From an optimization exercise on the open Yosys and OpenROAD flow, aimed at small area, a short achievable clock period and few clock cycles per item; shortcuts taken in it are not production practice.
The RTL was checked by simulation tests, not by an equivalence proof against the original design.
No activity file was given, so power comes from the tool's default toggle rates.

==> inputs of run R <==
Design blink_quantizer, start of the top module:
module blink_quantizer (
    input  wire        clk,
    input  wire        rst,
    input  wire        req_valid,
    output wire        req_ready,
    input  wire [63:0] req_on_ms,
    input  wire [63:0] req_off_ms,
    output wire        resp_valid,
    output wire [1:0]  resp_path,
    output wire [6:0]  resp_num_steps,
    output wire [7:0]  resp_on_code,
    output wire [63:0] resp_on_ms,
    output wire [63:0] resp_off_ms
);
    wire [15:0] xn, yn, xt, yt;
    genvar g;
    generate
        for (g = 0; g < 16; g = g + 1) begin : NB
            assign xn[g] = |req_on_ms[4*g+3:4*g];
            assign yn[g] = |req_off_ms[4*g+3:4*g];
            assign xt[g] = |xn[15:g];
            assign yt[g] = |yn[15:g];
        end
    endgenerate
    wire hi_in = |req_on_ms[63:15] | |req_off_ms[63:15];
    wire xb_in = |(xn[15:2] & ~yt[13:0]);       
    wire yb_in = |(yn[15:2] & ~xt[13:0]);       
    wire nw_in = hi_in & ~(xt[0] & yt[0] & (xb_in | yb_in));
    reg         v0, hi0, nw0, xz0, yz0, xb0, yb0;
    reg  [63:0] xr, yr;
    reg         w_busy;
    wire        w_busy_nx;
    reg         stall;
    wire        v0_nx  = ~rst & (stall ? v0 : req_valid);
    wire        nw0_nx = stall ? nw0 : nw_in;
    assign req_ready = ~stall;
    always @(posedge clk) begin
        v0    <= v0_nx;
        stall <= v0_nx & nw0_nx & w_busy_nx;
        if (~stall) begin
            hi0 <= hi_in;
            nw0 <= nw_in;
            xz0 <= ~xt[0];
            yz0 <= ~yt[0];
            xb0 <= xb_in;
            yb0 <= yb_in;
            xr  <= req_on_ms;
            yr  <= req_off_ms;
        end
    end
  ...
clock: 12.0 ns
lec_check: 0
cap_margin: 20
core_margin: 2
core_utilization: 40
slew_margin: 20
run.sh (not shown) runs the stock make flow with config.mk's settings and CLKGATE_MAP_FILE= SYNTH_SCRIPT=/design/flow/synth_recipe.tcl, a recipe that flattens the netlist after the stock synthesis.
==> inputs of run E, as changes to run R <==
==> flow/design.v (replaced) <==
module blink_quantizer (
    input  wire        clk,
    input  wire        rst,
    input  wire        req_valid,
    output wire        req_ready,
    input  wire [63:0] req_on_ms,
    input  wire [63:0] req_off_ms,
    output wire        resp_valid,
    output wire [1:0]  resp_path,
    output wire [6:0]  resp_num_steps,
    output wire [7:0]  resp_on_code,
    output wire [63:0] resp_on_ms,
    output wire [63:0] resp_off_ms
);
    reg         v0, hi0;
    reg  [63:0] xr, yr;
    reg         w_busy;
    wire        w_busy_nx;
    reg         stall;
    wire        go;
    wire        hi_in  = |req_on_ms[63:15] | |req_off_ms[63:15];
    wire        v0_nx  = ~rst & (stall ? v0 & ~go : req_valid);
    wire        hi0_nx = stall ? hi0 : hi_in;
    assign req_ready = ~stall;
    always @(posedge clk) begin
        v0    <= v0_nx;
        stall <= v0_nx & hi0_nx & w_busy_nx;
        if (~stall) begin
            hi0 <= hi_in;
            xr  <= req_on_ms;
            yr  <= req_off_ms;
        end
    end
    wire on_z  = ~|xr;
    wire off_z = ~|yr;
    wire p1    = off_z & ~on_z;                  
    wire p2    = on_z & ~off_z;                  
    wire gen   = ~(p1 | p2);
    wire [15:0] xn, yn, xt, yt;
    genvar g;
    generate
        for (g = 0; g < 16; g = g + 1) begin : NB
            assign xn[g] = |xr[4*g+3:4*g];
            assign yn[g] = |yr[4*g+3:4*g];
            assign xt[g] = |xn[15:g];
            assign yt[g] = |yn[15:g];
        end
    endgenerate
    wire x_big = |(xn[15:2] & ~yt[13:0]);
    wire y_big = |(yn[15:2] & ~xt[13:0]);
    wire mid   = hi0 & gen & ~x_big & ~y_big;    
    wire needw = hi0 & (mid | ~gen);             
    assign go  = v0 & ~(stall & needw);          
    wire w_ld  = go & hi0 & ~stall;              
    wire [32:0] xy_lo = {1'b0, xr[31:0]} + {1'b0, yr[31:0]};
    wire [15:0] d_lo  = {1'b0, xr[14:0]} - {1'b0, yr[14:0]};
    wire        q_lo  = ~d_lo[15];
    reg  [15:0] s_in, r_in;
    reg         q_in;
    always @(*) begin
        if (on_z & off_z) begin
            s_in = 16'd1000;   q_in = 1'b1;   r_in = 16'd0;
        end else if (hi0 & gen) begin
            s_in = 16'h8000;   q_in = x_big;  r_in = x_big ? 16'h7ffe : 16'd2;
        end else begin
            s_in = xy_lo[15:0];
            q_in = q_lo;
            r_in = q_lo ? d_lo : {xr[14:0], 1'b0};
        end
    end
    localparam [3:0] HOLD_OUT = 4'd9;     
    reg         w_div, w_p1, w_p2;
    reg  [3:0]  w_cnt;
    reg  [65:0] w_r;                      
    reg  [64:0] w_s;
    reg  [7:0]  w_q;                      
    reg         og1a, og1b, og2a, og2b;   
    wire [65:0] w_op = {1'b0, w_s} ^ {{33{w_q[0]}}, {33{~w_r[65]}}};
    wire [65:0] w_t  = {w_r[64:0], 1'b0} + w_op + {65'd0, w_q[0]};
    wire        w_it = ~w_cnt[3];         
    wire [32:0] w_hi = {1'b0, xr[63:32]} + {1'b0, yr[63:32]} + {32'd0, xy_lo[32]};
    assign w_busy_nx = ~rst & ((w_ld & (mid | ~gen)) |
                               (w_busy & ~(w_div ? (w_cnt == 4'd7) : (w_cnt == HOLD_OUT))));
    wire hold_out_nx = w_busy & ~w_div & (w_cnt == HOLD_OUT - 4'd1);
    always @(posedge clk) begin
        w_busy <= w_busy_nx;
        og1a   <= ~rst & hold_out_nx & w_p1;
        og1b   <= ~rst & hold_out_nx & ~w_p2;
        og2a   <= ~rst & hold_out_nx & w_p2;
        og2b   <= ~rst & hold_out_nx & ~w_p1;
        if (w_ld) begin
            w_div <= gen;
            w_p1  <= p1;
            w_p2  <= ~p1;
            w_cnt <= 4'd0;
            w_r   <= {2'b00, xr};
            w_s   <= {w_hi, xy_lo[31:0]};
            w_q   <= 8'd1;
        end else begin
            w_cnt <= w_cnt + 4'd1;
            if (w_it) begin
                w_r <= w_t;
                w_q <= {w_q[6:0], ~w_t[65]};
            end
        end
    end
    generate
        for (g = 0; g <= 7; g = g + 1) begin : P
            wire        v_c;
            wire [1:0]  pa_c;
            wire [15:0] s_c, r_c;
            wire [7:0]  q_c;
            reg         v_r;
            reg  [1:0]  pa_r;
            reg  [15:0] s_r, r_r;
            reg  [7:0]  q_r;
            if (g == 0) begin : A
                assign v_c  = go;
                assign pa_c = mid ? 2'd0 : {~p1, ~p2};
                assign s_c  = s_in;
                assign r_c  = r_in;
                assign q_c  = {7'd0, q_in};
            end else begin : R
                wire [16:0] t  = {P[g-1].r_r, 1'b0} - {1'b0, P[g-1].s_r};
                wire        qb = ~t[16];
                assign v_c  = P[g-1].v_r;
                assign pa_c = P[g-1].pa_r;
                assign s_c  = P[g-1].s_r;
                assign r_c  = qb ? t[15:0] : {P[g-1].r_r[14:0], 1'b0};
                assign q_c  = {P[g-1].q_r[6:0], qb};
            end
            always @(posedge clk) begin
                if (rst) v_r <= 1'b0;
                else     v_r <= v_c;
                pa_r <= pa_c;
                s_r  <= s_c;
                r_r  <= r_c;
                q_r  <= q_c;
            end
        end
    endgenerate
    reg  [7:0]  m_c;
    wire [15:0] s7  = P[6].s_r;
    wire [15:0] s_m = s7 - 16'd129;
    always @(*) begin
        if (s7 <= 16'd256)        m_c = 8'd3;
        else if (s7 > 16'd16256)  m_c = 8'd128;
        else                      m_c = {1'b0, s_m[13:7]} + 8'd3;
    end
    reg  [7:0]  m8;
    always @(posedge clk) m8 <= m_c;
    wire [1:0]  pa8 = P[7].pa_r;
    wire [7:0]  q8  = P[7].q_r;
    reg         mv;
    reg  [1:0]  mpa;
    reg  [7:0]  mm, mq;                   
    reg  [11:0] pl, pu;
    always @(posedge clk) begin
        if (rst) mv <= 1'b0;
        else     mv <= P[7].v_r;
        mpa <= pa8;
        {mm, mq} <= (pa8[0] ^ pa8[1]) ? {1'b0, P[7].s_r[14:0]} : {m8, q8};
        pl  <= m8 * q8[3:0];
        pu  <= m8 * q8[7:4];
    end
    wire        mgen = &mpa;
    wire        mph  = ~|mpa;
    wire [15:0] prod = {4'd0, pl} + {pu, 4'd0};
    wire [16:0] offx = {1'b0, mm, 8'd0} + {1'b0, ~{4'd0, pl}} + {1'b0, ~{pu, 4'd0}} + 17'd3;
    wire [8:0]  wq_n = 9'd256 - {1'b0, w_q};
    reg         ov;
    reg  [1:0]  opa;
    reg  [6:0]  ost;
    reg  [7:0]  oq;
    reg  [14:0] oon, ooff;
    always @(posedge clk) begin
        if (rst) ov <= 1'b0;
        else     ov <= mv;
        if (mph) begin
            opa  <= 2'd3;
            ost  <= 7'd126;
            oq   <= w_q;
            oon  <= {1'b0, w_q, 6'd0};
            ooff <= {wq_n, 6'd0};
        end else begin
            opa  <= mpa;
            ost  <= mgen ? mm[6:0] - 7'd2 : 7'd0;
            oq   <= mgen ? mq : 8'd0;
            oon  <= mgen ? prod[15:1] : (mpa == 2'd1 ? {mm[6:0], mq} : 15'd0);
            ooff <= mgen ? offx[15:1] : (mpa == 2'd2 ? {mm[6:0], mq} : 15'd0);
        end
    end
    assign resp_valid     = ov;
    assign resp_path      = opa;
    assign resp_num_steps = ost;
    assign resp_on_code   = oq;
    assign resp_on_ms     = {w_s[63:39] & {25{og1b}}, w_s[38:15] & {24{og1a}}, oon};
    assign resp_off_ms    = {w_s[63:39] & {25{og2b}}, w_s[38:15] & {24{og2a}}, ooff};
endmodule
==> flow/flow/run.sh (new file) <==
#!/bin/bash
# Layout flow: the standard flow (standard synthesis, floorplan, placement,
# CTS, routing, finish) unchanged, at the design's clock period and
# constraints, except that the resizer's setup repair after CTS and after
# global routing is asked to leave extra slack (SETUP_SLACK_MARGIN), so that
# the critical paths come out faster than the 12 ns constraint requires.
# The make output of the whole run goes to layout.log in this folder; ORFS
# keeps each tool's own log under orfs/logs/.
set -euo pipefail
MARGIN=${MARGIN:-8}
bash standard.sh SETUP_SLACK_MARGIN="$MARGIN" finish > layout.log 2>&1
test -f out/final.def
==> flow/standard.sh (new file) <==
#!/bin/bash
# synth_recipe.tcl (not shown) runs the flow's synth.tcl, then flattens the netlist and writes it again
# the make line also repeats each setting of config.mk as NAME=value (left out here)
make -C /OpenROAD-flow-scripts/flow DESIGN_CONFIG=/design/flow/config.mk WORK_HOME=/design/flow/orfs CLKGATE_MAP_FILE= SYNTH_SCRIPT=/design/flow/synth_recipe.tcl "${@:-finish}"
--- a/flow/config.mk
+++ b/flow/config.mk
@@ -5,7 +5,9 @@
 export SDC_FILE = /design/flow/constraint.sdc
 export NUM_CORES = 4
 export LEC_CHECK = 0
 export CAP_MARGIN = 20
 export CORE_MARGIN = 2
 export CORE_UTILIZATION = 40
+export CTS_CLUSTER_DIAMETER = 100
+export CTS_CLUSTER_SIZE = 30
 export SLEW_MARGIN = 20
removed: flow/run.sh
==> inputs of run C, as changes to run R <==
--- a/flow/design.v
+++ b/flow/design.v
@@ -9,76 +9,73 @@
     output wire [1:0]  resp_path,
     output wire [6:0]  resp_num_steps,
     output wire [7:0]  resp_on_code,
     output wire [63:0] resp_on_ms,
     output wire [63:0] resp_off_ms
 );
+    reg         v0, hi0;
+    reg  [63:0] xr, yr;
+    reg         w_busy;
+    wire        w_busy_nx;
+    reg         stall;
+    wire        hi_in  = |req_on_ms[63:15] | |req_off_ms[63:15];
+    wire        v0_nx  = ~rst & (stall ? v0 : req_valid);
+    wire        hi0_nx = stall ? hi0 : hi_in;
+    assign req_ready = ~stall;
+    always @(posedge clk) begin
+        v0    <= v0_nx;
+        stall <= v0_nx & hi0_nx & w_busy_nx;
+        if (~stall) begin
+            hi0 <= hi_in;
+            xr  <= req_on_ms;
+            yr  <= req_off_ms;
+        end
+    end
+    wire on_z  = ~|xr;
+    wire off_z = ~|yr;
+    wire p1    = off_z & ~on_z;                  
+    wire p2    = on_z & ~off_z;                  
+    wire gen   = ~(p1 | p2);
     wire [15:0] xn, yn, xt, yt;
     genvar g;
     generate
         for (g = 0; g < 16; g = g + 1) begin : NB
-            assign xn[g] = |req_on_ms[4*g+3:4*g];
-            assign yn[g] = |req_off_ms[4*g+3:4*g];
+            assign xn[g] = |xr[4*g+3:4*g];
+            assign yn[g] = |yr[4*g+3:4*g];
             assign xt[g] = |xn[15:g];
             assign yt[g] = |yn[15:g];
         end
     endgenerate
-    wire hi_in = |req_on_ms[63:15] | |req_off_ms[63:15];
-    wire xb_in = |(xn[15:2] & ~yt[13:0]);       
-    wire yb_in = |(yn[15:2] & ~xt[13:0]);       
-    wire nw_in = hi_in & ~(xt[0] & yt[0] & (xb_in | yb_in));
-    reg         v0, hi0, nw0, xz0, yz0, xb0, yb0;
-    reg  [63:0] xr, yr;
-    reg         w_busy;
-    wire        w_busy_nx;
-    reg         stall;
-    wire        v0_nx  = ~rst & (stall ? v0 : req_valid);
-    wire        nw0_nx = stall ? nw0 : nw_in;
-    assign req_ready = ~stall;
-    always @(posedge clk) begin
-        v0    <= v0_nx;
-        stall <= v0_nx & nw0_nx & w_busy_nx;
-        if (~stall) begin
-            hi0 <= hi_in;
-            nw0 <= nw_in;
-            xz0 <= ~xt[0];
-            yz0 <= ~yt[0];
-            xb0 <= xb_in;
-            yb0 <= yb_in;
-            xr  <= req_on_ms;
-            yr  <= req_off_ms;
-        end
-    end
-    wire p1   = yz0 & ~xz0;                      
-    wire p2   = xz0 & ~yz0;                      
-    wire gen  = ~(p1 | p2);
-    wire mid  = nw0 & gen;                       
-    wire go   = v0 & ~stall;                     
-    wire w_ld = go & nw0;                        
-    wire [15:0] s_lo = {1'b0, xr[14:0]} + {1'b0, yr[14:0]};
+    wire x_big = |(xn[15:2] & ~yt[13:0]);
+    wire y_big = |(yn[15:2] & ~xt[13:0]);
+    wire mid   = hi0 & gen & ~x_big & ~y_big;    
+    wire go    = v0 & ~stall;                    
+    wire w_ld  = go & hi0;                       
+    wire [32:0] xy_lo = {1'b0, xr[31:0]} + {1'b0, yr[31:0]};
     reg  [15:0] s_in;
     reg  [14:0] r_in;
     always @(*) begin
-        if (hi0 & gen)       s_in = 16'h8000;    
-        else if (xz0 & yz0)  s_in = 16'd1000;
-        else                 s_in = s_lo;
-        if (xz0 & yz0)       r_in = 15'd500;
-        else if (hi0)        r_in = {{14{xb0}}, xb0 | yb0};    
-        else                 r_in = xr[14:0];
+        if (hi0 & gen)           s_in = 16'h8000;    
+        else if (on_z & off_z)   s_in = 16'd1000;
+        else                     s_in = xy_lo[15:0];
+        if (on_z & off_z)        r_in = 15'd500;
+        else if (hi0)            r_in = {{14{x_big}}, 1'b1};    
+        else                     r_in = xr[14:0];
     end
     localparam [3:0] HOLD_OUT = 4'd10;    
-    reg         w_div, w_p1, w_p2;
+    reg         w_div, w_p1, w_p2, w_c;
     reg  [3:0]  w_cnt;
     reg  [65:0] w_r;                      
     reg  [64:0] w_s;
     reg  [7:0]  w_q;                      
     reg         og1a, og1b, og2a, og2b;   
     wire [65:0] w_op = {1'b0, w_s} ^ {{33{w_q[0]}}, {33{~w_r[65]}}};
     wire [65:0] w_t  = {w_r[64:0], 1'b0} + w_op + {65'd0, w_q[0]};
-    wire        w_it = ~w_cnt[3];         
-    assign w_busy_nx = ~rst & (w_ld |
+    wire        w_it = (w_cnt != 4'd0) & (~w_cnt[3] | (w_cnt == 4'd8));
+    wire [32:0] w_hi = {1'b0, w_r[63:32]} + {1'b0, w_s[63:32]} + {32'd0, w_c};
+    assign w_busy_nx = ~rst & ((w_ld & (mid | ~gen)) |
                                (w_busy & ~(w_div ? (w_cnt == 4'd8) : (w_cnt == HOLD_OUT))));
     wire hold_out_nx = w_busy & ~w_div & (w_cnt == HOLD_OUT - 4'd1);
     always @(posedge clk) begin
         w_busy <= w_busy_nx;
         og1a   <= ~rst & hold_out_nx & w_p1;
         og1b   <= ~rst & hold_out_nx & ~w_p2;
@@ -87,16 +84,19 @@
         if (w_ld) begin
             w_div <= gen;
             w_p1  <= p1;
             w_p2  <= ~p1;
             w_cnt <= 4'd0;
             w_r   <= {2'b00, xr};
-            w_s   <= {1'b0, xr} + {1'b0, yr};
+            w_s   <= {1'b0, yr[63:32], xy_lo[31:0]};
+            w_c   <= xy_lo[32];
             w_q   <= 8'd1;
         end else begin
             w_cnt <= w_cnt + 4'd1;
+            if (w_cnt == 4'd0)
+                w_s[64:32] <= w_hi;
             if (w_it) begin
                 w_r <= w_t;
                 w_q <= {w_q[6:0], ~w_t[65]};
             end
         end
     end
@@ -142,14 +142,14 @@
         if (s7 <= 16'd256)        m_c = 8'd3;
         else if (s7 > 16'd16256)  m_c = 8'd128;
         else                      m_c = {1'b0, s_m[13:7]} + 8'd3;
     end
     reg  [7:0]  m8;
     always @(posedge clk) m8 <= m_c;
-    wire [1:0]  pa8  = P[8].pa_r;
-    wire [7:0]  q8   = P[8].q_r;
+    wire [1:0]  pa8 = P[8].pa_r;
+    wire [7:0]  q8  = P[8].q_r;
     reg         mv;
     reg  [1:0]  mpa;
     reg  [7:0]  mm, mq;                   
     reg  [11:0] pl, pu;
     always @(posedge clk) begin
         if (rst) mv <= 1'b0;
==> results.txt <==
item	run R	run E	run C
Run status	timing/DRC/antenna clean	timing/DRC/antenna clean	timing/DRC/antenna clean
Post-cts resize count	0	322	0
Static leakage	18.6 nW	17.8 nW	18.1 nW
Reg2reg setup slack	7.60 ns	6.74 ns	7.59 ns
EDFF count, synth	265	260	260
Vias in the first global route	28700	26100	28300
Final cell count without fillers	5512	5118	5485
Wire length the detailed router placed on met1	42900 um	41700 um	41300 um
Met3 WL post-DR	5150 um	3670 um	4150 um
CP Capture Type	flip-flop	flip-flop	output pin
Post-Layout Inst Area	0.0460 mm^2	0.0436 mm^2	0.0453 mm^2
Non-clock buffer count in the final layout	291	425	292
Average instance area after synthesis	10.0 um^2	10.2 um^2	9.89 um^2
Height of the chip	317 um	305 um	314 um
Clock Sink Count	718	679	714
Time the worst path needs with I/O delays and setup	5.36 ns	5.26 ns	4.94 ns
Number of buffers inserted to repair setup after CTS	0	55	0
Global-route wire length before repair	154000 um	143000 um	152000 um
Power in sequential cells	3.64 mW	2.94 mW	3.30 mW
Total global routing track utilization	19.3%	19.2%	19.3%
Drt via density	5.24	5.18	5.17
Post-synthesis net count	4398	4036	4380
Die Outline Area	0.100 mm^2	0.0932 mm^2	0.0987 mm^2
Launching element of the worst setup path	req_on_ms[57]	xr[3]$_DFFE_PN_	og2a$_DFF_P_
Number of clock buffers inserted by TritonCTS	82	30	79
Testbench counts of run R, summed over its fixed seeds: cycles 3,381, items 3,200.
Testbench counts of run E, summed over its fixed seeds: cycles 3,396, items 3,200.
Testbench counts of run C, summed over its fixed seeds: cycles 3,571, items 3,200.

[separate check: timing with driven ports]
The flow's constraints put no driver on any port. The routed layouts listed below were extracted and timed again, unchanged, in two steps.
Step 1 sets driving cells, clkbuf_16 on the clock port and buf_2 on the other inputs (assumed; they add their load-dependent delay and slew).
Step 2 times the ports against the registers' clock, not the clock port: input delays grow and output delays shrink by t, the midpoint of the rising clock arrivals with the driver on.
Slacks: ideal ports / drivers / drivers and shift; pairs: ideal ports / drivers.
run | t (ns) | setup slack, ns | hold WS [ns] | worst setup path after step 2 | pins driven straight from the clock port
run R | 0.709 | 6.644 / 6.691 / 5.982 | 0.313 / 0.313 / 0.313 | input to register | 1
run E | 0.699 | 6.743 / 6.743 / 6.743 | 0.320 / 0.320 / 0.320 | register to register | 1
run C | 0.694 | 7.060 / 6.990 / 7.381 | 0.317 / 0.317 / 0.317 | input to register | 1
After both steps every run listed still meets setup and hold. For run R, which loses most, drivers alone change the setup slack by +0.047 ns; drivers and shift together by -0.662 ns.
